This is an optimization exercise on Yosys and OpenROAD, whose aim is small area, a short achievable clock period and few clock cycles per item, not a production implementation.
In this exercise RTL edits were held to simulation tests only and were not proved equivalent to the original.
Power is estimated from default activity; no workload was simulated.

==> inputs of try-zinc <==
==> flow/design.v (excerpt) <==
module medusa_dsp (
    input  wire        clk,
    input  wire        rst,
    input  wire        bus_req,
    input  wire        bus_we,
    input  wire [11:0] bus_addr,
    input  wire [31:0] bus_wdata,
    output wire        bus_ack,
    output wire [31:0] bus_rdata
);
clock: 15.0 ns
lec_check: 0
cap_margin: 20
core_margin: 2
core_utilization: 40
slew_margin: 20
synth_hierarchical: 1
tns_end_percent: 5
standard.sh (not shown) runs the stock make flow with config.mk's settings and CLKGATE_MAP_FILE= SYNTH_SCRIPT=/design/flow/synth_recipe.tcl, a recipe that flattens the netlist after the stock synthesis.
==> flow/flow/run.sh <==
#!/bin/bash
# Layout: the standard flow (standard.sh) unchanged, except that timing repair aims
# for 8 ns of setup slack beyond the constraint. Output of the flow: standard.log here,
# and each step's own log under orfs/logs/.
set -euo pipefail
bash standard.sh SETUP_SLACK_MARGIN=8 finish > standard.log 2>&1
==> inputs of try-nickel, as changes to try-zinc <==
--- a/flow/design.v
+++ b/flow/design.v
@@ -284,18 +284,17 @@
     wire signed [15:0] echo_in  = (echo_sum > 19'sd32767) ? 16'sd32767 :
                                   (echo_sum < -19'sd32768) ? -16'sd32768 : echo_sum[15:0];
     reg         pn_valid, pn_run, pn_fin;
     reg  [2:0]  pn_cnt;
     reg  signed [34:0] pn_acc;
     wire signed [33:0] pt_ndc = $signed({2'b00, pt_cur}) - $signed({2'b00, pt_tgt});
     reg  signed [33:0] pt_nd;                             
     wire [16:0] pt_h  = 17'd65536 - pt_glide;
-    reg  [15:0] pn_h;                                     
-    wire [1:0]  pn_hb = pn_h[1:0];
+    wire [1:0]  pn_hb = pt_h[{pn_cnt, 1'b0} +: 2];
     wire signed [34:0] pn_d0 = pn_fin ? {3'b000, pt_tgt} : pn_hb[0] ? {pt_nd[33], pt_nd} : 35'sd0;
     wire signed [34:0] pn_d1 = pn_hb[1] ? {pt_nd[33], pt_nd} : 35'sd0;
     wire signed [34:0] pn_s0 = pn_acc + pn_d0;
     wire signed [34:0] pn_a1 = pn_s0 >>> 1;
     wire signed [34:0] pn_s1 = pn_a1 + pn_d1;
     wire signed [34:0] pn_a2 = pn_s1 >>> 1;
     wire        pt_snap = (pn_acc < 35'sd65536) && (pn_acc > -35'sd65536);
     wire [31:0] pnext   = pt_snap ? pt_tgt : pn_s0[31:0];
@@ -311,29 +310,27 @@
             pn_valid <= 1'b1;
         end else if (pn_run) begin
             if (pt_h[16] || pt_h == 17'd0) begin
                 pn_acc <= pt_h[16] ? {pt_nd[33], pt_nd} : 35'sd0;
                 pn_run <= 1'b0;
                 pn_fin <= 1'b1;
             end else begin
                 pn_acc <= pn_a2;
-                pn_h   <= {2'b00, pn_h[15:2]};
                 pn_cnt <= pn_cnt + 3'd1;
                 if (pn_cnt == 3'd7) begin
                     pn_run <= 1'b0;
                     pn_fin <= 1'b1;
                 end
             end
         end else if (!pn_valid) begin
             pn_run <= 1'b1;
             pn_cnt <= 3'd0;
             pn_acc <= 35'sd0;
             pt_nd  <= pt_ndc;
-            pn_h   <= pt_h[15:0];
         end
     end
     localparam [1:0] FS_NEXT = 2'd0, FS_CUR = 2'd1, FS_FREQ = 2'd2;
     reg         f_run, f_done;
     reg  [1:0]  f_src;
     reg  [2:0]  f_cnt;
     reg  [14:0] f_rem;
     reg  [31:0] f_q;
@@ -592,23 +589,17 @@
             default: rd_reg = rd_arr;
         endcase
     end
     always @(posedge clk) begin
         rd_a <= bus_addr[11:2];
         if (rst) rd_cap <= 1'b0;
         else     rd_cap <= bus_req && !bus_we && aligned && !rd_s_addr && !bus_ack;
     end
-    medusa_rdout u_rdout (
-        .aligned (aligned),
-        .sel_s   (rd_s_addr),
-        .s_val   (rd_s),
-        .r_val   (rd_reg),
-        .rdata   (bus_rdata)
-    );
+    assign bus_rdata = !aligned ? 32'd0 : rd_s_addr ? {{16{rd_s[15]}}, rd_s} : rd_reg;
     wire [31:0] d        = ir;
     wire        d_hi0    = (d[31:16] == 16'd0);
     wire [4:0]  wr_dly   = (d > 32'd16) ? 5'd16 : d[4:0];
     wire [14:0] wr_fb    = (d > 32'd31129) ? 15'd31129 : d[14:0];
     wire [2:0]  wr_shift = ($signed(d) > 32'sd2) ? 3'sd2 : ($signed(d) < -32'sd2) ? -3'sd2 : d[2:0];
     wire [16:0] wr_q15   = (d > 32'd32768) ? 17'd32768 : d[16:0];
     wire [15:0] wr_ms    = d_hi0 ? d[15:0] : 16'hFFFF;
     wire [4:0]  wr_bits  = (d > 32'd16) ? 5'd16 : (d == 32'd0) ? 5'd1 : d[4:0];
@@ -628,28 +619,28 @@
         end
     end
     always @(posedge clk) begin
         if (issue) begin
             ir     <= w;
             ir_cmd <= acc_cmd;
             ir_a   <= bus_addr[11:2];
         end
-        begin
+        if (x2_go) begin
             x2_op   <= xop[2:0];
             x2_rd   <= xrd;
             x2_k    <= xk4;
             x2_wi   <= echo_wr;
             x2_mx   <= mx;
             x2_my   <= my32k ? 16'sd0 : my;
             x2_y32k <= my32k;
             x2_rsat <= (xop[2:0] == 3'd1) && m_rsat;
             x2_base <= mbase;
         end
-        begin
+        if (x2_valid && (x2_op == M_ECHO)) begin
             x3_wi   <= x2_wi;
             echo_f  <= prod[33:15];
             x3_base <= x2_base;
         end
     end
     wire       s_w1  = x1_sw || r_s;
     wire [2:0] s_i1  = ir_cmd ? xrd : ir_a[2:0];
     wire [15:0] s_v1 = ir_cmd ? x1_sv : ir[15:0];
@@ -759,17 +750,8 @@
             if (r_pttgt) pt_tgt    <= d;
             if (r_ptgl)  pt_glide  <= wr_glide;
             if (r_freq)  freq      <= d;
             if (cmd_ill) st_ill    <= 1'b1;
             if (acc_bad) st_buserr <= 1'b1;
         end
     end
 endmodule
-module medusa_rdout (
-    input  wire        aligned,
-    input  wire        sel_s,
-    input  wire [15:0] s_val,
-    input  wire [31:0] r_val,
-    output wire [31:0] rdata
-);
-    assign rdata = !aligned ? 32'd0 : sel_s ? {{16{s_val[15]}}, s_val} : r_val;
-endmodule
Settings changed: SYNTH_HIERARCHICAL 1 to not set.
==> metrics.yaml <==
drt:
  post_drt_wl_per_cell_um: 30.65
  routed-wl-met3_mm: 57.56
clock_network:
  source_to_sink_clock_delay_at_the_later_pin_of_the_worst_skew_pair_ns: 0.96
status:
  run_status: "timing/DRC/antenna clean"
worst_setup_path:
  timing.critical_path.fanout_max: 3
  critical_path_cell_count: 12
placed_design:
  place_inst: 16180
timing:
  timing.fmax_ghz: 0.1218
final_layout:
  filler_cell_count: 28920
[end of results for try-nickel]
==> metrics.yaml <==
drt:
  post_drt_via_cell_ratio: 6.317
  drc: 0
  post_drt_wl_per_cell_um: 29.83
worst_setup_path:
  worstReg2RegEnd: "rev_shift[0]$_SDFFE_PP0P_"
  critical_path_cell_count: 13
pwr:
  p_comb_share_pct: 56.9
  powerDensity_nw_per_um2: 248.3
status:
  run_status: "timing/DRC/antenna clean"
clock_network:
  source_to_sink_clock_delay_at_the_later_pin_of_the_worst_skew_pair_ns: 0.95
timing:
  timing.fmax_ghz: 0.1271
[end of results for try-zinc]
Testbench counts of try-zinc, summed over its fixed seeds: cycles 68,608, accesses 56,468.
Testbench counts of try-nickel, summed over its fixed seeds: cycles 68,608, accesses 56,468.

---

==> v27: inputs <==
Another version of the RTL of medusa_dsp (not shown whole).
==> flow/config.mk <==
export PLATFORM = sky130hd
export DESIGN_NAME = medusa_dsp
export DESIGN_NICKNAME = medusa_dsp
export VERILOG_FILES = /design/flow/design.v
export SDC_FILE = /design/flow/constraint.sdc
export NUM_CORES = 8
export LEC_CHECK = 0
export CAP_MARGIN = 20
export CORE_MARGIN = 2
export CORE_UTILIZATION = 40
export SLEW_MARGIN = 20
export SYNTH_HIERARCHICAL = 1
export TNS_END_PERCENT = 5
==> flow/constraint.sdc <==
create_clock -name core_clock -period 15.0 [get_ports {clk}]
set_input_delay 3.0000 -clock core_clock [delete_from_list [all_inputs] [get_ports {clk}]]
set_output_delay 3.0000 -clock core_clock [all_outputs]
set_load 0.01 [all_outputs]
Scripts as last shown in full above: flow/flow/run.sh
==> v7 (differences from v27) <==
--- a/flow/design.v
+++ b/flow/design.v
@@ -70,10 +70,11 @@
     end
     reg         ir_valid;
     reg         ir_cmd;                    
     reg  [9:0]  ir_a;                      
     reg  [31:0] ir;                        
+    reg         ir_legal;                  
     wire        ir_wait;                   
     reg         fp_valid;                  
     reg  [2:0]  fp_k;
     wire rd_s_addr = (bus_addr[11:5] == 7'b0000_001);
     wire rd_block  = ir_valid || fp_valid;
@@ -82,34 +83,33 @@
     reg  [9:0]  rd_a;
     wire stall     = (ir_valid && ir_wait) ||
                      (!bus_we && aligned && (rd_block || (!rd_s_addr && !rd_cap)));
     assign bus_ack = bus_req && !stall;
     wire acc_wr    = bus_ack && aligned && bus_we;
-    wire issue     = acc_wr && (!acc_cmd || (legal && (op != 6'h00)));
-    wire cmd_ill   = acc_wr && acc_cmd && !legal;
+    wire issue     = acc_wr;                   
     wire acc_bad   = bus_ack && !aligned;
     wire [5:0] xop = ir[31:26];
     wire [2:0] xrd = ir[25:23];
     wire [2:0] xra = ir[22:20];
     wire [2:0] xrb = ir[19:17];
     wire       xt  = ir[16];
     wire [2:0] xk8 = ir[10:8];
     wire [1:0] xk4 = ir[9:8];
-    wire c_osc   = ir_cmd && (xop == 6'h01);
-    wire c_shp   = ir_cmd && (xop[5:3] == 3'd0) && (xop[2:0] >= 3'd2) && (xop[2:0] <= 3'd5);
-    wire c_ftoi  = ir_cmd && (xop == 6'h06);
-    wire c_pstep = ir_cmd && (xop == 6'h07);
-    wire c_crush = ir_cmd && (xop == 6'h08);
-    wire c_srr   = ir_cmd && (xop == 6'h09);
-    wire c_lpf   = ir_cmd && (xop == 6'h10);
-    wire c_ring  = ir_cmd && (xop == 6'h11);
-    wire c_echo  = ir_cmd && (xop == 6'h12);
-    wire c_rtap  = ir_cmd && (xop == 6'h13);
-    wire c_env   = ir_cmd && (xop == 6'h14);
-    wire c_ldi   = ir_cmd && (xop == 6'h20);
-    wire c_mov   = ir_cmd && (xop == 6'h21);
-    wire c_uclr  = ir_cmd && (xop == 6'h22);
+    wire c_osc   = ir_cmd && ir_legal && (xop == 6'h01);
+    wire c_shp   = ir_cmd && ir_legal && (xop[5:3] == 3'd0) && (xop[2:0] >= 3'd2) && (xop[2:0] <= 3'd5);
+    wire c_ftoi  = ir_cmd && ir_legal && (xop == 6'h06);
+    wire c_pstep = ir_cmd && ir_legal && (xop == 6'h07);
+    wire c_crush = ir_cmd && ir_legal && (xop == 6'h08);
+    wire c_srr   = ir_cmd && ir_legal && (xop == 6'h09);
+    wire c_lpf   = ir_cmd && ir_legal && (xop == 6'h10);
+    wire c_ring  = ir_cmd && ir_legal && (xop == 6'h11);
+    wire c_echo  = ir_cmd && ir_legal && (xop == 6'h12);
+    wire c_rtap  = ir_cmd && ir_legal && (xop == 6'h13);
+    wire c_env   = ir_cmd && ir_legal && (xop == 6'h14);
+    wire c_ldi   = ir_cmd && ir_legal && (xop == 6'h20);
+    wire c_mov   = ir_cmd && ir_legal && (xop == 6'h21);
+    wire c_uclr  = ir_cmd && ir_legal && (xop == 6'h22);
     wire x_go    = ir_valid && !ir_wait;
     wire r_wr    = x_go && !ir_cmd;
     wire r_s     = r_wr && (ir_a[9:3] == 7'b0000_001);    
     wire r_osc   = r_wr && (ir_a[9:4] == 6'b0001_00);     
     wire r_fst   = r_wr && (ir_a[9:2] == 8'h20);          
@@ -159,10 +159,12 @@
                                  $signed(cr_trunc + cr_step) : $signed(cr_trunc);
     wire        srr_cap  = (cr_cnt == 8'd0);
     wire signed [15:0] srr_v = srr_cap ? sa : cr_hold;
     wire [8:0]  srr_inc  = {1'b0, cr_cnt} + 9'd1;
     wire        srr_le   = (srr_inc <= cr_rate);
+    reg         srr_le_r;                  
+    reg         srr_chg;                   
     reg         m_ok, m_run;
     reg  [3:0]  m_cnt;
     reg  [8:0]  m_rem;
     wire [7:0]  srr_cnt_n = !srr_le ? m_rem[7:0] :
                             (srr_inc == cr_rate) ? 8'd0 : srr_inc[7:0];
@@ -199,11 +201,10 @@
     wire x1_sw = x_go && (c_shp || c_crush || c_srr || c_echo || c_ldi || c_mov);
     localparam [2:0] M_LPF = 3'd0, M_RTAP = 3'd3;
     reg  signed [16:0] x2_mx;
     reg  signed [15:0] x2_my;
     reg                x2_y32k;                
-    reg                x2_rsat;                
     reg  signed [15:0] x2_base;
     wire        [2:0]  x2_op = xop[2:0];
     wire        s_w1 = x1_sw || r_s;
     wire [2:0]  s_i1 = ir_cmd ? xrd : ir_a[2:0];
     wire [15:0] s_v1 = ir_cmd ? x1_sv : ir[15:0];
@@ -227,30 +228,36 @@
        || ((op == 6'h10) && ir_valid && c_lpf && (w[9:8] == xk4))
        || ((op == 6'h12) && ((ir_valid && c_echo) || x3_valid))
        || ((op == 6'h13) && ir_valid && c_rtap)
        || ((op == 6'h14) && ((ir_valid && c_env) || (!w[16] && !e_ok))));
     wire x_rhold = (c_echo && x3_valid) || (c_env && !xt && !e_ok);
+    wire               m_lpf  = (p_op[2:0] == 3'd0);
+    wire signed [16:0] m_diff;                 
+    medusa_sub17 u_msub (
+        .a (m_lpf ? a_sa  : rev_t),
+        .b (m_lpf ? a_fst : a_sa),
+        .d (m_diff)
+    );
     reg signed [16:0] mx;
     reg signed [15:0] my;
     reg signed [15:0] mbase;
     reg               my32k;
     always @(*) begin
         case (p_op[2:0])
             3'd0:    begin my32k = 1'b0;
-                           mx = $signed({a_sa[15], a_sa}) - a_fst; my = $signed({4'd0, fcut[a_k4]}); mbase = a_fst; end  
+                           mx = m_diff;                            my = $signed({4'd0, fcut[a_k4]}); mbase = a_fst; end  
             3'd1:    begin my32k = 1'b0;
                            mx = a_sa;                              my = a_sb;                         mbase = a_sa;  end  
             3'd2:    begin my32k = echo_hold;
                            mx = echo_wet;                          my = {1'b0, echo_fb};              mbase = a_sa;  end  
             3'd3:    begin my32k = rev_mix[15];
-                           mx = rev_mix[15] ? $signed({rev_t[15], rev_t}) : ($signed({rev_t[15], rev_t}) - a_sa);
+                           mx = rev_mix[15] ? $signed({rev_t[15], rev_t}) : m_diff;
                            my = {1'b0, rev_mix[14:0]};                                                mbase = a_sa;  end  
             default: begin my32k = a_g[15];
                            mx = a_sa;                              my = {1'b0, a_g[14:0]};            mbase = 16'sd0; end  
         endcase
     end
-    wire m_rsat = (a_sa == 16'h8000) && (a_sb == 16'h8000);
     reg  [16:0] b_yx;
     reg  [33:0] b_pp [0:8];
     reg  [17:0] b_m, b_v;
     reg  [7:0]  b_neg;
     reg         b_one, b_two;
@@ -288,10 +295,11 @@
     wire [33:0] c3s0 = c2s0 ^ c2c0 ^ c2s1;
     wire [33:0] c3c0 = {(c2s0[32:0] & c2c0[32:0]) | (c2s0[32:0] & c2s1[32:0]) | (c2c0[32:0] & c2s1[32:0]), 1'b0};
     wire [33:0] c4s0 = c3s0 ^ c3c0 ^ c2c1;
     wire [33:0] c4c0 = {(c3s0[32:0] & c3c0[32:0]) | (c3s0[32:0] & c2c1[32:0]) | (c3c0[32:0] & c2c1[32:0]), 1'b0};
     wire [33:0] prod = c4s0 + c4c0;
+    wire               x2_rsat = c_ring && (x2_mx == -17'sd32768) && (x2_my == -16'sd32768);
     wire signed [15:0] x2_sv   = x2_rsat ? 16'sd32767 :
                                  (x2_op == M_LPF) ? prod[27:12] : prod[30:15];
     wire               x_mul   = x_go && (c_lpf || c_ring || c_rtap || c_env);
     reg         [3:0]  x3_wi;
     reg  signed [18:0] echo_f;
@@ -535,10 +543,14 @@
         end
     end
     wire [9:0] m_y = {m_rem, srr_inc[4'd8 - m_cnt]};
     wire [9:0] m_t = m_y - {1'b0, cr_rate};
     always @(posedge clk) begin
+        srr_le_r <= srr_le;
+        srr_chg  <= rst || (x_go && (c_srr || (c_uclr && xk4 == 2'd3))) || r_rate;
+    end
+    always @(posedge clk) begin
         if (rst || x_go) begin
             m_ok  <= 1'b0;
             m_run <= 1'b0;
         end else if (m_run) begin
             m_rem <= m_t[9] ? m_y[8:0] : m_t[8:0];
@@ -557,11 +569,11 @@
                      (c_ftoi && fp_valid) ||
                      (c_osc && fp_valid && (xk8 == fp_k)) ||
                      (!ir_cmd && fp_valid && (ir_a[9:4] == 6'b0001_00) && ir_a[0]) ||      
                      (c_pstep && !pn_valid) ||
                      (c_env && !xt && !e_ok) ||
-                     (c_srr && !srr_le && !m_ok);
+                     (c_srr && (srr_chg || (!srr_le_r && !m_ok)));
     wire signed [15:0] rd_s    = s_reg[bus_addr[4:2]];
     wire        [31:0] rd_osc  = rd_a[0] ? ic : ph;
     wire signed [15:0] rd_fst  = fst[rd_a[1:0]];
     wire        [11:0] rd_fcut = fcut[rd_a[1:0]];
     wire        [31:0] rd_arr  = (rd_a[9:4] == 6'b0001_00)  ? rd_osc :
@@ -639,23 +651,25 @@
     end
     always @(posedge clk) begin
         if (issue) begin
             ir     <= w;
             ir_cmd <= acc_cmd;
+            ir_legal <= legal;
             ir_a   <= bus_addr[11:2];
         end
         x2_mx   <= mx;
         x2_my   <= my32k ? 16'sd0 : my;
         x2_y32k <= my32k;
-        x2_rsat <= (p_op == 6'h11) && m_rsat;
         x2_base <= mbase;
         x3_wi   <= echo_wr;
         echo_f  <= prod[33:15];
         x3_base <= x2_base;
     end
     wire        [15:0] s_wd1  = rst ? 16'd0 : s_v1;
-    wire        [31:0] ph_wd  = rst ? 32'd0 : r_osc ? d : (ph + ic);
+    wire        [31:0] ph_sum;
+    medusa_add32 u_phadd (.a(ph), .b(ic), .s(ph_sum));
+    wire        [31:0] ph_wd  = rst ? 32'd0 : r_osc ? d : ph_sum;
     wire               ic_bus = r_osc && ir_a[0];
     wire        [31:0] ic_wd  = rst ? 32'd0 : ic_bus ? d : f_q;
     wire               ft_bus = r_fst;
     wire        [15:0] ft_wd  = rst ? 16'd0 : ft_bus ? d[15:0] : prod[27:12];
     wire        [11:0] fc_wd  = rst ? 12'd4095 : wr_cut;
@@ -756,11 +770,11 @@
             if (r_rate)  cr_rate   <= wr_rate;
             if (r_ptcur) pt_cur    <= d;
             if (r_pttgt) pt_tgt    <= d;
             if (r_ptgl)  pt_glide  <= wr_glide;
             if (r_freq)  freq      <= d;
-            if (cmd_ill) st_ill    <= 1'b1;
+            if (x_go && ir_cmd && !ir_legal) st_ill <= 1'b1;
             if (acc_bad) st_buserr <= 1'b1;
         end
     end
 endmodule
 module medusa_rdout (
@@ -770,5 +784,19 @@
     input  wire [31:0] r_val,
     output wire [31:0] rdata
 );
     assign rdata = !aligned ? 32'd0 : sel_s ? {{16{s_val[15]}}, s_val} : r_val;
 endmodule
+module medusa_add32 (
+    input  wire [31:0] a,
+    input  wire [31:0] b,
+    output wire [31:0] s
+);
+    assign s = a + b;
+endmodule
+module medusa_sub17 (
+    input  wire signed [15:0] a,
+    input  wire signed [15:0] b,
+    output wire signed [16:0] d
+);
+    assign d = $signed({a[15], a}) - $signed({b[15], b});
+endmodule
==> flow/flow/run.sh (replaced) <==
#!/bin/bash
# Layout: the standard flow (standard.sh) unchanged, except that timing repair aims
# for 7.5 ns of setup slack beyond the constraint. Output of the flow: standard.log here,
# and each step's own log under orfs/logs/.
set -euo pipefail
bash standard.sh SETUP_SLACK_MARGIN=7.5 finish > standard.log 2>&1
CORE_UTILIZATION = 60   (was 40)
CTS_CLUSTER_DIAMETER = 70   (was not set)
CTS_CLUSTER_SIZE = 24   (was not set)
==> v25 (differences from v27) <==
--- a/flow/design.v
+++ b/flow/design.v
@@ -70,10 +70,11 @@
     end
     reg         ir_valid;
     reg         ir_cmd;                    
     reg  [9:0]  ir_a;                      
     reg  [31:0] ir;                        
+    reg         ir_legal;                  
     wire        ir_wait;                   
     reg         fp_valid;                  
     reg  [2:0]  fp_k;
     wire rd_s_addr = (bus_addr[11:5] == 7'b0000_001);
     wire rd_block  = ir_valid || fp_valid;
@@ -82,34 +83,33 @@
     reg  [9:0]  rd_a;
     wire stall     = (ir_valid && ir_wait) ||
                      (!bus_we && aligned && (rd_block || (!rd_s_addr && !rd_cap)));
     assign bus_ack = bus_req && !stall;
     wire acc_wr    = bus_ack && aligned && bus_we;
-    wire issue     = acc_wr && (!acc_cmd || (legal && (op != 6'h00)));
-    wire cmd_ill   = acc_wr && acc_cmd && !legal;
+    wire issue     = acc_wr;                   
     wire acc_bad   = bus_ack && !aligned;
     wire [5:0] xop = ir[31:26];
     wire [2:0] xrd = ir[25:23];
     wire [2:0] xra = ir[22:20];
     wire [2:0] xrb = ir[19:17];
     wire       xt  = ir[16];
     wire [2:0] xk8 = ir[10:8];
     wire [1:0] xk4 = ir[9:8];
-    wire c_osc   = ir_cmd && (xop == 6'h01);
-    wire c_shp   = ir_cmd && (xop[5:3] == 3'd0) && (xop[2:0] >= 3'd2) && (xop[2:0] <= 3'd5);
-    wire c_ftoi  = ir_cmd && (xop == 6'h06);
-    wire c_pstep = ir_cmd && (xop == 6'h07);
-    wire c_crush = ir_cmd && (xop == 6'h08);
-    wire c_srr   = ir_cmd && (xop == 6'h09);
-    wire c_lpf   = ir_cmd && (xop == 6'h10);
-    wire c_ring  = ir_cmd && (xop == 6'h11);
-    wire c_echo  = ir_cmd && (xop == 6'h12);
-    wire c_rtap  = ir_cmd && (xop == 6'h13);
-    wire c_env   = ir_cmd && (xop == 6'h14);
-    wire c_ldi   = ir_cmd && (xop == 6'h20);
-    wire c_mov   = ir_cmd && (xop == 6'h21);
-    wire c_uclr  = ir_cmd && (xop == 6'h22);
+    wire c_osc   = ir_cmd && ir_legal && (xop == 6'h01);
+    wire c_shp   = ir_cmd && ir_legal && (xop[5:3] == 3'd0) && (xop[2:0] >= 3'd2) && (xop[2:0] <= 3'd5);
+    wire c_ftoi  = ir_cmd && ir_legal && (xop == 6'h06);
+    wire c_pstep = ir_cmd && ir_legal && (xop == 6'h07);
+    wire c_crush = ir_cmd && ir_legal && (xop == 6'h08);
+    wire c_srr   = ir_cmd && ir_legal && (xop == 6'h09);
+    wire c_lpf   = ir_cmd && ir_legal && (xop == 6'h10);
+    wire c_ring  = ir_cmd && ir_legal && (xop == 6'h11);
+    wire c_echo  = ir_cmd && ir_legal && (xop == 6'h12);
+    wire c_rtap  = ir_cmd && ir_legal && (xop == 6'h13);
+    wire c_env   = ir_cmd && ir_legal && (xop == 6'h14);
+    wire c_ldi   = ir_cmd && ir_legal && (xop == 6'h20);
+    wire c_mov   = ir_cmd && ir_legal && (xop == 6'h21);
+    wire c_uclr  = ir_cmd && ir_legal && (xop == 6'h22);
     wire x_go    = ir_valid && !ir_wait;
     wire r_wr    = x_go && !ir_cmd;
     wire r_s     = r_wr && (ir_a[9:3] == 7'b0000_001);    
     wire r_osc   = r_wr && (ir_a[9:4] == 6'b0001_00);     
     wire r_fst   = r_wr && (ir_a[9:2] == 8'h20);          
@@ -159,10 +159,12 @@
                                  $signed(cr_trunc + cr_step) : $signed(cr_trunc);
     wire        srr_cap  = (cr_cnt == 8'd0);
     wire signed [15:0] srr_v = srr_cap ? sa : cr_hold;
     wire [8:0]  srr_inc  = {1'b0, cr_cnt} + 9'd1;
     wire        srr_le   = (srr_inc <= cr_rate);
+    reg         srr_le_r;                  
+    reg         srr_chg;                   
     reg         m_ok, m_run;
     reg  [3:0]  m_cnt;
     reg  [8:0]  m_rem;
     wire [7:0]  srr_cnt_n = !srr_le ? m_rem[7:0] :
                             (srr_inc == cr_rate) ? 8'd0 : srr_inc[7:0];
@@ -199,11 +201,10 @@
     wire x1_sw = x_go && (c_shp || c_crush || c_srr || c_echo || c_ldi || c_mov);
     localparam [2:0] M_LPF = 3'd0, M_RTAP = 3'd3;
     reg  signed [16:0] x2_mx;
     reg  signed [15:0] x2_my;
     reg                x2_y32k;                
-    reg                x2_rsat;                
     reg  signed [15:0] x2_base;
     wire        [2:0]  x2_op = xop[2:0];
     wire        s_w1 = x1_sw || r_s;
     wire [2:0]  s_i1 = ir_cmd ? xrd : ir_a[2:0];
     wire [15:0] s_v1 = ir_cmd ? x1_sv : ir[15:0];
@@ -227,30 +228,36 @@
        || ((op == 6'h10) && ir_valid && c_lpf && (w[9:8] == xk4))
        || ((op == 6'h12) && ((ir_valid && c_echo) || x3_valid))
        || ((op == 6'h13) && ir_valid && c_rtap)
        || ((op == 6'h14) && ((ir_valid && c_env) || (!w[16] && !e_ok))));
     wire x_rhold = (c_echo && x3_valid) || (c_env && !xt && !e_ok);
+    wire               m_lpf  = (p_op[2:0] == 3'd0);
+    wire signed [16:0] m_diff;                 
+    medusa_sub17 u_msub (
+        .a (m_lpf ? a_sa  : rev_t),
+        .b (m_lpf ? a_fst : a_sa),
+        .d (m_diff)
+    );
     reg signed [16:0] mx;
     reg signed [15:0] my;
     reg signed [15:0] mbase;
     reg               my32k;
     always @(*) begin
         case (p_op[2:0])
             3'd0:    begin my32k = 1'b0;
-                           mx = $signed({a_sa[15], a_sa}) - a_fst; my = $signed({4'd0, fcut[a_k4]}); mbase = a_fst; end  
+                           mx = m_diff;                            my = $signed({4'd0, fcut[a_k4]}); mbase = a_fst; end  
             3'd1:    begin my32k = 1'b0;
                            mx = a_sa;                              my = a_sb;                         mbase = a_sa;  end  
             3'd2:    begin my32k = echo_hold;
                            mx = echo_wet;                          my = {1'b0, echo_fb};              mbase = a_sa;  end  
             3'd3:    begin my32k = rev_mix[15];
-                           mx = rev_mix[15] ? $signed({rev_t[15], rev_t}) : ($signed({rev_t[15], rev_t}) - a_sa);
+                           mx = rev_mix[15] ? $signed({rev_t[15], rev_t}) : m_diff;
                            my = {1'b0, rev_mix[14:0]};                                                mbase = a_sa;  end  
             default: begin my32k = a_g[15];
                            mx = a_sa;                              my = {1'b0, a_g[14:0]};            mbase = 16'sd0; end  
         endcase
     end
-    wire m_rsat = (a_sa == 16'h8000) && (a_sb == 16'h8000);
     reg  [16:0] b_yx;
     reg  [33:0] b_pp [0:8];
     reg  [17:0] b_m, b_v;
     reg  [7:0]  b_neg;
     reg         b_one, b_two;
@@ -288,10 +295,11 @@
     wire [33:0] c3s0 = c2s0 ^ c2c0 ^ c2s1;
     wire [33:0] c3c0 = {(c2s0[32:0] & c2c0[32:0]) | (c2s0[32:0] & c2s1[32:0]) | (c2c0[32:0] & c2s1[32:0]), 1'b0};
     wire [33:0] c4s0 = c3s0 ^ c3c0 ^ c2c1;
     wire [33:0] c4c0 = {(c3s0[32:0] & c3c0[32:0]) | (c3s0[32:0] & c2c1[32:0]) | (c3c0[32:0] & c2c1[32:0]), 1'b0};
     wire [33:0] prod = c4s0 + c4c0;
+    wire               x2_rsat = c_ring && (x2_mx == -17'sd32768) && (x2_my == -16'sd32768);
     wire signed [15:0] x2_sv   = x2_rsat ? 16'sd32767 :
                                  (x2_op == M_LPF) ? prod[27:12] : prod[30:15];
     wire               x_mul   = x_go && (c_lpf || c_ring || c_rtap || c_env);
     reg         [3:0]  x3_wi;
     reg  signed [18:0] echo_f;
@@ -535,10 +543,14 @@
         end
     end
     wire [9:0] m_y = {m_rem, srr_inc[4'd8 - m_cnt]};
     wire [9:0] m_t = m_y - {1'b0, cr_rate};
     always @(posedge clk) begin
+        srr_le_r <= srr_le;
+        srr_chg  <= rst || (x_go && (c_srr || (c_uclr && xk4 == 2'd3))) || r_rate;
+    end
+    always @(posedge clk) begin
         if (rst || x_go) begin
             m_ok  <= 1'b0;
             m_run <= 1'b0;
         end else if (m_run) begin
             m_rem <= m_t[9] ? m_y[8:0] : m_t[8:0];
@@ -557,11 +569,11 @@
                      (c_ftoi && fp_valid) ||
                      (c_osc && fp_valid && (xk8 == fp_k)) ||
                      (!ir_cmd && fp_valid && (ir_a[9:4] == 6'b0001_00) && ir_a[0]) ||      
                      (c_pstep && !pn_valid) ||
                      (c_env && !xt && !e_ok) ||
-                     (c_srr && !srr_le && !m_ok);
+                     (c_srr && (srr_chg || (!srr_le_r && !m_ok)));
     wire signed [15:0] rd_s    = s_reg[bus_addr[4:2]];
     wire        [31:0] rd_osc  = rd_a[0] ? ic : ph;
     wire signed [15:0] rd_fst  = fst[rd_a[1:0]];
     wire        [11:0] rd_fcut = fcut[rd_a[1:0]];
     wire        [31:0] rd_arr  = (rd_a[9:4] == 6'b0001_00)  ? rd_osc :
@@ -639,23 +651,26 @@
     end
     always @(posedge clk) begin
         if (issue) begin
             ir     <= w;
             ir_cmd <= acc_cmd;
+            ir_legal <= legal;
             ir_a   <= bus_addr[11:2];
         end
         x2_mx   <= mx;
         x2_my   <= my32k ? 16'sd0 : my;
         x2_y32k <= my32k;
-        x2_rsat <= (p_op == 6'h11) && m_rsat;
         x2_base <= mbase;
         x3_wi   <= echo_wr;
         echo_f  <= prod[33:15];
         x3_base <= x2_base;
     end
-    wire        [15:0] s_wd1  = rst ? 16'd0 : s_v1;
-    wire        [31:0] ph_wd  = rst ? 32'd0 : r_osc ? d : (ph + ic);
+    wire               s_we   = s_w1 || x_mul;
+    wire        [15:0] s_wd   = rst ? 16'd0 : x_mul ? x2_sv : s_v1;
+    wire        [31:0] ph_sum;
+    medusa_add32 u_phadd (.a(ph), .b(ic), .s(ph_sum));
+    wire        [31:0] ph_wd  = rst ? 32'd0 : r_osc ? d : ph_sum;
     wire               ic_bus = r_osc && ir_a[0];
     wire        [31:0] ic_wd  = rst ? 32'd0 : ic_bus ? d : f_q;
     wire               ft_bus = r_fst;
     wire        [15:0] ft_wd  = rst ? 16'd0 : ft_bus ? d[15:0] : prod[27:12];
     wire        [11:0] fc_wd  = rst ? 12'd4095 : wr_cut;
@@ -663,12 +678,11 @@
     wire        [15:0] eb_wd  = eb_clr ? 16'd0 : echo_in;
     wire               rb_clr = rst || (x_go && c_uclr && (xk4 == 2'd1));
     wire        [15:0] rb_wd  = rb_clr ? 16'd0 : sa;
     always @(posedge clk) begin
         for (i = 0; i < 8; i = i + 1) begin
-            if (rst || (s_w1 && s_i1 == i))   s_reg[i] <= s_wd1;
-            else if (x_mul && xrd == i)       s_reg[i] <= x2_sv;
+            if (rst || (s_we && s_i1 == i))   s_reg[i] <= s_wd;
             if (rst || (x_go && c_osc && xk8 == i) || (r_osc && !ir_a[0] && ir_a[3:1] == i))
                 phase[i] <= ph_wd;
             if (rst || (fp_put && fp_k == i) || (ex_ftoi && ftoi_ok && xk8 == i) || (ic_bus && ir_a[3:1] == i))
                 inc[i] <= ic_wd;
         end
@@ -756,11 +770,11 @@
             if (r_rate)  cr_rate   <= wr_rate;
             if (r_ptcur) pt_cur    <= d;
             if (r_pttgt) pt_tgt    <= d;
             if (r_ptgl)  pt_glide  <= wr_glide;
             if (r_freq)  freq      <= d;
-            if (cmd_ill) st_ill    <= 1'b1;
+            if (x_go && ir_cmd && !ir_legal) st_ill <= 1'b1;
             if (acc_bad) st_buserr <= 1'b1;
         end
     end
 endmodule
 module medusa_rdout (
@@ -770,5 +784,19 @@
     input  wire [31:0] r_val,
     output wire [31:0] rdata
 );
     assign rdata = !aligned ? 32'd0 : sel_s ? {{16{s_val[15]}}, s_val} : r_val;
 endmodule
+module medusa_add32 (
+    input  wire [31:0] a,
+    input  wire [31:0] b,
+    output wire [31:0] s
+);
+    assign s = a + b;
+endmodule
+module medusa_sub17 (
+    input  wire signed [15:0] a,
+    input  wire signed [15:0] b,
+    output wire signed [16:0] d
+);
+    assign d = $signed({a[15], a}) - $signed({b[15], b});
+endmodule
==> flow/flow/run.sh (replaced) <==
#!/bin/bash
# Layout: the standard flow (standard.sh) unchanged, except that timing repair aims
# for 7.5 ns of setup slack beyond the constraint. Output of the flow: standard.log here,
# and each step's own log under orfs/logs/.
set -euo pipefail
bash standard.sh SETUP_SLACK_MARGIN=7.5 finish > standard.log 2>&1
CORE_UTILIZATION = 60   (was 40)
CTS_CLUSTER_DIAMETER = 70   (was not set)
CTS_CLUSTER_SIZE = 24   (was not set)
==> v13 (differences from v27) <==
==> flow/flow/run.sh (replaced) <==
#!/bin/bash
# Layout: the standard flow (standard.sh) unchanged, except that timing repair aims
# for 7.5 ns of setup slack beyond the constraint. Output of the flow: standard.log here,
# and each step's own log under orfs/logs/.
set -euo pipefail
bash standard.sh SETUP_SLACK_MARGIN=7.5 finish > standard.log 2>&1
CORE_UTILIZATION = 60   (was 40)
CTS_CLUSTER_DIAMETER = 70   (was not set)
CTS_CLUSTER_SIZE = 24   (was not set)
==> results.txt <==
Outcome: v13 timing/DRC/antenna clean; v7 timing/DRC/antenna clean; v27 timing/DRC/antenna clean; v25 timing/DRC/antenna clean
Clock buf/inv share: v13 3.50%; v7 3.36%; v27 5.10%; v25 3.76%
Area occupied by multi-input gates: v13 0.0668 mm²; v7 0.0659 mm²; v27 0.0673 mm²; v25 0.0652 mm²
Share of synthesized area spent on multiplexers: v13 5.64%; v7 5.41%; v27 5.64%; v25 5.56%
Sequential logic power: v13 9780 µW; v7 9670 µW; v27 9520 µW; v25 8300 µW
Initial antenna violation count: v13 42; v7 42; v27 43; v25 56
Buffer levels on the longest clock path: v13 3; v7 3; v27 4; v25 3
Sequential cells: v13 1,987; v7 1,989; v27 1,987; v25 1,989
Max stage delay cell, worst path: v13 edfxtp_1; v7 dfxtp_1; v27 a221oi_1; v25 a31oi_4
Source of the critical timing path: v13 ir[8]$_DFFE_PP_; v7 rd_a[5]$_DFF_P_; v27 rd_a[0]$_DFF_P_; v25 rd_a[1]$_DFF_P_
Post-route clock period utilization: v13 51.9%; v7 53.0%; v27 52.6%; v25 53.0%
Transition time of the tightest slew-check pin: v13 1.28 ns; v7 1.38 ns; v27 1.30 ns; v25 1.35 ns
Setup Slack @ Placement: v13 5.53 ns; v7 4.78 ns; v27 5.07 ns; v25 4.41 ns
Number of standard cells in the final layout excluding fillers: v13 15.6k; v7 15.4k; v27 17.2k; v25 15.1k
Starting utilization of the core area: v13 60.3%; v7 60.5%; v27 40.1%; v25 60.5%
Number of non-clock buffers: v13 581; v7 563; v27 678; v25 610
Avg Synthesized Cell Area: v13 9.83 µm²; v7 9.81 µm²; v27 9.83 µm²; v25 9.97 µm²
Routed WL per cell: v13 33.0 µm; v7 32.8 µm; v27 31.1 µm; v25 34.7 µm
Worst R2R End: v13 s_reg[0][8]$_DFFE_PP_; v7 x2_my[5]$_SDFF_PP0_; v27 f_rem[5]$_DFFE_PN_; v25 s_reg[1][11]$_DFFE_PP_
Number of synthesized register bits: v13 1,987; v7 1,989; v27 1,987; v25 1,989
Clock latency at the later pin of the worst-skew pair: v13 0.89 ns; v7 0.91 ns; v27 0.96 ns; v25 0.92 ns
Number of cells on the critical path: v13 15; v7 11; v27 8; v25 15
Testbench counts of v27, summed over its fixed seeds: cycles 66,281, accesses 56,468.
Testbench counts of v7, summed over its fixed seeds: cycles 66,281, accesses 56,468.
Testbench counts of v25, summed over its fixed seeds: cycles 66,281, accesses 56,468.
Testbench counts of v13, summed over its fixed seeds: cycles 66,281, accesses 56,468.

==> re-timing with driven ports <==
No port has a modelled driver above. Below, the same layouts with a new extraction and two added sets of constraints. Step 1 sets driving cells, clkbuf_16 on the clock port and buf_2 on the other inputs (assumed; they add their load-dependent delay and slew). Step 2 moves the port delays by t, midway between the first and last clock arrival at a register: inputs arrive t later, outputs are due t later. That takes back most of the time a late clock gives input paths. a / b / c = no drivers / after step 1 / after step 2; a / b = the first two.
run	t, ns	slack for setup (ns)	hold WS [ns]	worst data-port slew with drivers (ns)	pins driven straight from the clock port
try-zinc	1.026	7.135 / 7.015 / 7.260	0.380 / 0.380 / 0.380	0.17	1
try-nickel	1.022	6.792 / 6.749 / 6.749	0.464 / 0.464 / 0.464	0.18	1
v27	1.042	7.108 / 6.988 / 6.680	0.391 / 0.391 / 0.391	0.37	1
v7	0.964	7.044 / 6.751 / 6.751	0.380 / 0.380 / 0.380	0.41	1
v25	0.988	7.055 / 6.954 / 6.699	0.422 / 0.422 / 0.422	0.33	1
v13	0.955	7.213 / 7.114 / 6.984	0.479 / 0.479 / 0.479	0.17	1
After both steps every run listed still meets setup and hold. For v27, which loses most, drivers alone change the setup slack by -0.120 ns; drivers and shift together by -0.428 ns.
